From an optimization exercise on the open Yosys and OpenROAD flow, aimed at small area, a short achievable clock period and few clock cycles; shortcuts taken in it are not production practice.
Where RTL was checked, it was by simulation tests only, not by an equivalence proof against the original.

// ppe_codec
module ppe_codec (
    input  wire        clk,
    input  wire        rst,
    input  wire        cmd_valid,
    output wire        cmd_ready,
    input  wire [3:0]  cmd_op,
    input  wire [7:0]  cmd_seqaddr,
    input  wire [7:0]  cmd_cmd,
    input  wire [10:0] cmd_len,
    input  wire        in_valid,
    output wire        in_ready,
    input  wire [7:0]  in_data,
    output wire        out_valid,
    input  wire        out_ready,
    output wire [7:0]  out_data,
    output wire        res_valid,
    input  wire        res_ready,
    output wire [3:0]  res_err,
    output wire [15:0] res_crc,
    output wire [7:0]  res_start,
    output wire [7:0]  res_seqaddr,
    output wire [7:0]  res_flen
);
    localparam [3:0] ERR_NONE      = 4'h0;
    localparam [3:0] ERR_TRUNCATED = 4'h5;
    localparam [3:0] ERR_CHECKSUM  = 4'h6;
    localparam [3:0] ERR_TOO_LARGE = 4'h8;
    localparam [3:0] ERR_ILLEGAL   = 4'hF;
    localparam [3:0] S_IDLE  = 4'd0,
                     S_CIN   = 4'd1,    
                     S_CZ    = 4'd2,    
                     S_EH0   = 4'd4,    
                     S_EH1   = 4'd5,    
                     S_EH2   = 4'd6,    
                     S_EH3   = 4'd7,    
                     S_EDATA = 4'd8,    
                     S_D0    = 4'd9,    
                     S_D1    = 4'd10,   
  ...
==> flow/config.mk <==
export PLATFORM = sky130hd
export DESIGN_NAME = ppe_codec
export DESIGN_NICKNAME = ppe_codec
export VERILOG_FILES = /design/flow/design.v
export SDC_FILE = /design/flow/constraint.sdc
export NUM_CORES = 4
export LEC_CHECK = 0
export CAP_MARGIN = 20
export CORE_MARGIN = 2
export CORE_UTILIZATION = 40
export CTS_BUF_LIST = sky130_fd_sc_hd__clkbuf_8
export CTS_CLUSTER_DIAMETER = 100
export CTS_CLUSTER_SIZE = 40
export SETUP_SLACK_MARGIN = 1.6
export SLEW_MARGIN = 20
==> flow/constraint.sdc <==
create_clock -name core_clock -period 4.5 [get_ports {clk}]
set_input_delay 0.9000 -clock core_clock [delete_from_list [all_inputs] [get_ports {clk}]]
set_output_delay 0.9000 -clock core_clock [all_outputs]
set_load 0.01 [all_outputs]
standard.sh (not shown) runs the stock make flow with config.mk's settings and CLKGATE_MAP_FILE= SYNTH_SCRIPT=/design/flow/synth_recipe.tcl, a recipe that flattens the netlist after the stock synthesis.
==> flow/flow/run.sh <==
#!/bin/bash
# Standard layout, but the port buffers are plain buf_2 cells instead of the
# resizer's default pick (a 0.5 ns delay buffer).
set -euo pipefail
export BUFFER_PORTS_ARGS="-buffer_cell sky130_fd_sc_hd__buf_2"
bash standard.sh > standard_flow.log 2>&1
The first run finished with timing, DRC and antenna clean.
Testbench counts at the start, summed over its fixed seeds: cycles 47,088.
Edit:
--- a/flow/design.v
+++ b/flow/design.v
@@ -47,32 +47,27 @@
     reg [7:0]  pcnt;       
     reg        plst;       
     reg        nneg;       
     reg        nbig;       
     reg [15:0] crc;
     reg [7:0]  start_b;
     reg [7:0]  seqaddr;    
     reg [7:0]  flen;       
     reg        mlo;        
     reg        tcrc;       
     reg        rcrc;       
     reg        hdr;        
+    reg        pt;         
     reg [1:0]  ts;         
     reg        ttc;        
-    reg        f_idle;     
-    reg        f_inn;      
-    reg        f_inc;      
-    reg        f_pt;       
-    reg        f_og;       
-    reg        f_nrk;      
     reg        first;      
     reg [3:0]  werr;       
     reg        fp;         
     reg        rv;
     reg [3:0]  err;
     assign res_valid   = rv;
     assign res_err     = err;
     assign res_crc     = crc;
     assign res_start   = start_b;
     assign res_seqaddr = seqaddr;
     assign res_flen    = flen;
     function [10:0] dec11(input [10:0] x);    
@@ -111,35 +106,39 @@
     function lt8(input [7:0] a, input [7:0] b);    
         integer k;
         reg     r;
         begin
             r = 1'b0;
             for (k = 0; k < 8; k = k + 1)
                 r = (~a[k] & b[k]) | (~(a[k] ^ b[k]) & r);
             lt8 = r;
         end
     endfunction
     wire slot = ~rv | res_ready;
     wire ta   = |ts;       
+    wire st_inc  = (state == S_CIN) | (state == S_D1) | (state == S_D2);
+    wire st_inn  = (state == S_D0) | (state == S_CK0) | (state == S_CK1) | (state == S_SKIP);
+    wire st_gen  = (state == S_EH0) | hdr;
     reg [7:0] gbyte;
     always @* begin
         if (ts[0])      gbyte = crc[7:0];
         else if (ts[1]) gbyte = crc[15:8];
         else if (hdr)   gbyte = seqaddr;
         else            gbyte = 8'h7F;
     end
-    assign cmd_ready = slot & f_idle;
-    assign in_ready  = f_inn | (f_inc & (f_nrk | res_ready)) | (f_pt & out_ready & slot);
-    assign out_valid = slot & (f_og | (f_pt & in_valid));
-    assign out_data  = f_pt ? in_data : gbyte;
+    assign cmd_ready = slot & ~fp & (state == S_IDLE);
+    assign in_ready  = st_inn | (st_inc & ~ta & (~rv | ~rcrc | res_ready)) |
+                       (pt & ~ta & out_ready & slot);
+    assign out_valid = slot & (ta | st_gen | (pt & in_valid));
+    assign out_data  = (pt & ~ta) ? in_data : gbyte;
     wire cmd_fire = cmd_valid & cmd_ready;
     wire in_fire  = in_valid & in_ready;
     wire out_fire = out_valid & out_ready;
     wire [7:0]  cbyte = hdr ? seqaddr : in_data;
     wire [15:0] base  = crc | {16{first}};
     wire [7:0]  t     = base[15:8] ^ cbyte;
     wire        p     = (^base[15:8]) ^ (^cbyte);
     wire [15:0] crc_next = {
         base[7] ^ p,
         base[6:2],
         base[1] ^ t[7],
         base[0] ^ t[6] ^ t[7],
@@ -218,55 +217,40 @@
             S_CK0: if (in_fire) state_n = S_CK1;
             S_CK1: if (in_fire) begin
                 if (lst) begin fin = 1'b1; fin_err = ok ? ERR_NONE : ERR_CHECKSUM; state_n = S_IDLE; end
                 else state_n = S_SKIP;
             end
             S_SKIP: if (in_fire & lst) begin fin = 1'b1; state_n = S_IDLE; end
             default: ;
         endcase
     end
     wire traise = ts[1] & out_fire;
     wire fraise = (fin | fp) & slot & ~ta;
     wire raise  = traise | fraise;
-    wire [1:0] ts_n = tstart ? 2'd1 : (out_fire & ta) ? {ts[0], 1'b0} : ts;
-    wire rv_n   = raise | (rv & ~res_ready);
-    wire fp_n   = (fin | fp) & ~fraise;
-    wire rcrc_n = raise ? (traise & ttc) : rcrc;
     always @(posedge clk) begin
         if (rst) begin
             state <= S_IDLE;
             hdr   <= 1'b0;
+            pt    <= 1'b0;
             ts    <= 2'd0;
             rv    <= 1'b0;
             fp    <= 1'b0;
-            f_idle <= 1'b1;
-            f_inn  <= 1'b0;
-            f_inc  <= 1'b0;
-            f_pt   <= 1'b0;
-            f_og   <= 1'b0;
-            f_nrk  <= 1'b1;
         end else begin
             state <= state_n;
             hdr   <= (state_n == S_EH1) | (state_n == S_EH2) | (state_n == S_EH3);
-            ts    <= ts_n;
-            rv    <= rv_n;
-            fp    <= fp_n;
-            f_idle <= (state_n == S_IDLE) & ~fp_n;
-            f_inn  <= (state_n == S_D0) | (state_n == S_CK0) | (state_n == S_CK1) |
-                      (state_n == S_SKIP);
-            f_inc  <= ((state_n == S_CIN) | (state_n == S_D1) | (state_n == S_D2)) & ~(|ts_n);
-            f_pt   <= ((state_n == S_EDATA) | (state_n == S_PAY)) & ~(|ts_n);
-            f_og   <= (|ts_n) | (state_n == S_EH0) | (state_n == S_EH1) |
-                      (state_n == S_EH2) | (state_n == S_EH3);
-            f_nrk  <= ~(rv_n & rcrc_n);
+            pt    <= (state_n == S_EDATA) | (state_n == S_PAY);
+            if (tstart) ts <= 2'd1;
+            else if (out_fire & ta) ts <= {ts[0], 1'b0};
+            rv    <= raise | (rv & ~res_ready);
+            fp    <= (fin | fp) & ~fraise;
         end
     end
     always @(posedge clk) begin
         if (raise) err <= traise ? ERR_NONE : fin ? fin_err : werr;
         if (raise) rcrc <= traise & ttc;
         if (tstart) ttc <= tcrc;
         if (fin) werr <= fin_err;
         if (crc_step) crc <= crc_next;
         else if (crc_ffff) crc <= 16'hFFFF;
         if (hdr & out_fire) begin
             seqaddr <= flen;
             flen    <= pcnt;
After rerunning: The new run produced a clean layout. Clock skew is about the same. Cell area drops by a few percent. Utilization climbs by 1.0 points. Final cell count drops by a few percent. First-iteration DRC count drops by well over a third. Routed wire length drops by roughly a tenth.
The RTL of the second run of this note was laid out without a check of its function.

-- static timing again, ports no longer ideal --
Ports are ideal in the flow. The routed layouts listed here were re-timed in OpenROAD. Step 1, drivers: a clkbuf_16 drives clk and a buf_2 each remaining input, both assumed. Step 2 times the ports against the registers' clock, not the clock port: input delays grow and output delays shrink by t, the midpoint of the rising clock arrivals with the driver on. Slacks: ideal / step 1 / step 2; pairs: ideal / step 1.
run	t (ns)	setup WS [ns]	hold slack, ns	worst setup path at the end
the first run	0.427	1.728 / 1.691 / 1.317	0.481 / 0.481 / 0.481	input to register
the second run	0.411	1.596 / 1.558 / 1.293	0.441 / 0.441 / 0.441	input to register
After both steps setup and hold are still met in every run listed. The setup slack of the first run, which loses most, moves by -0.037 ns with the drivers and by -0.411 ns with both steps.
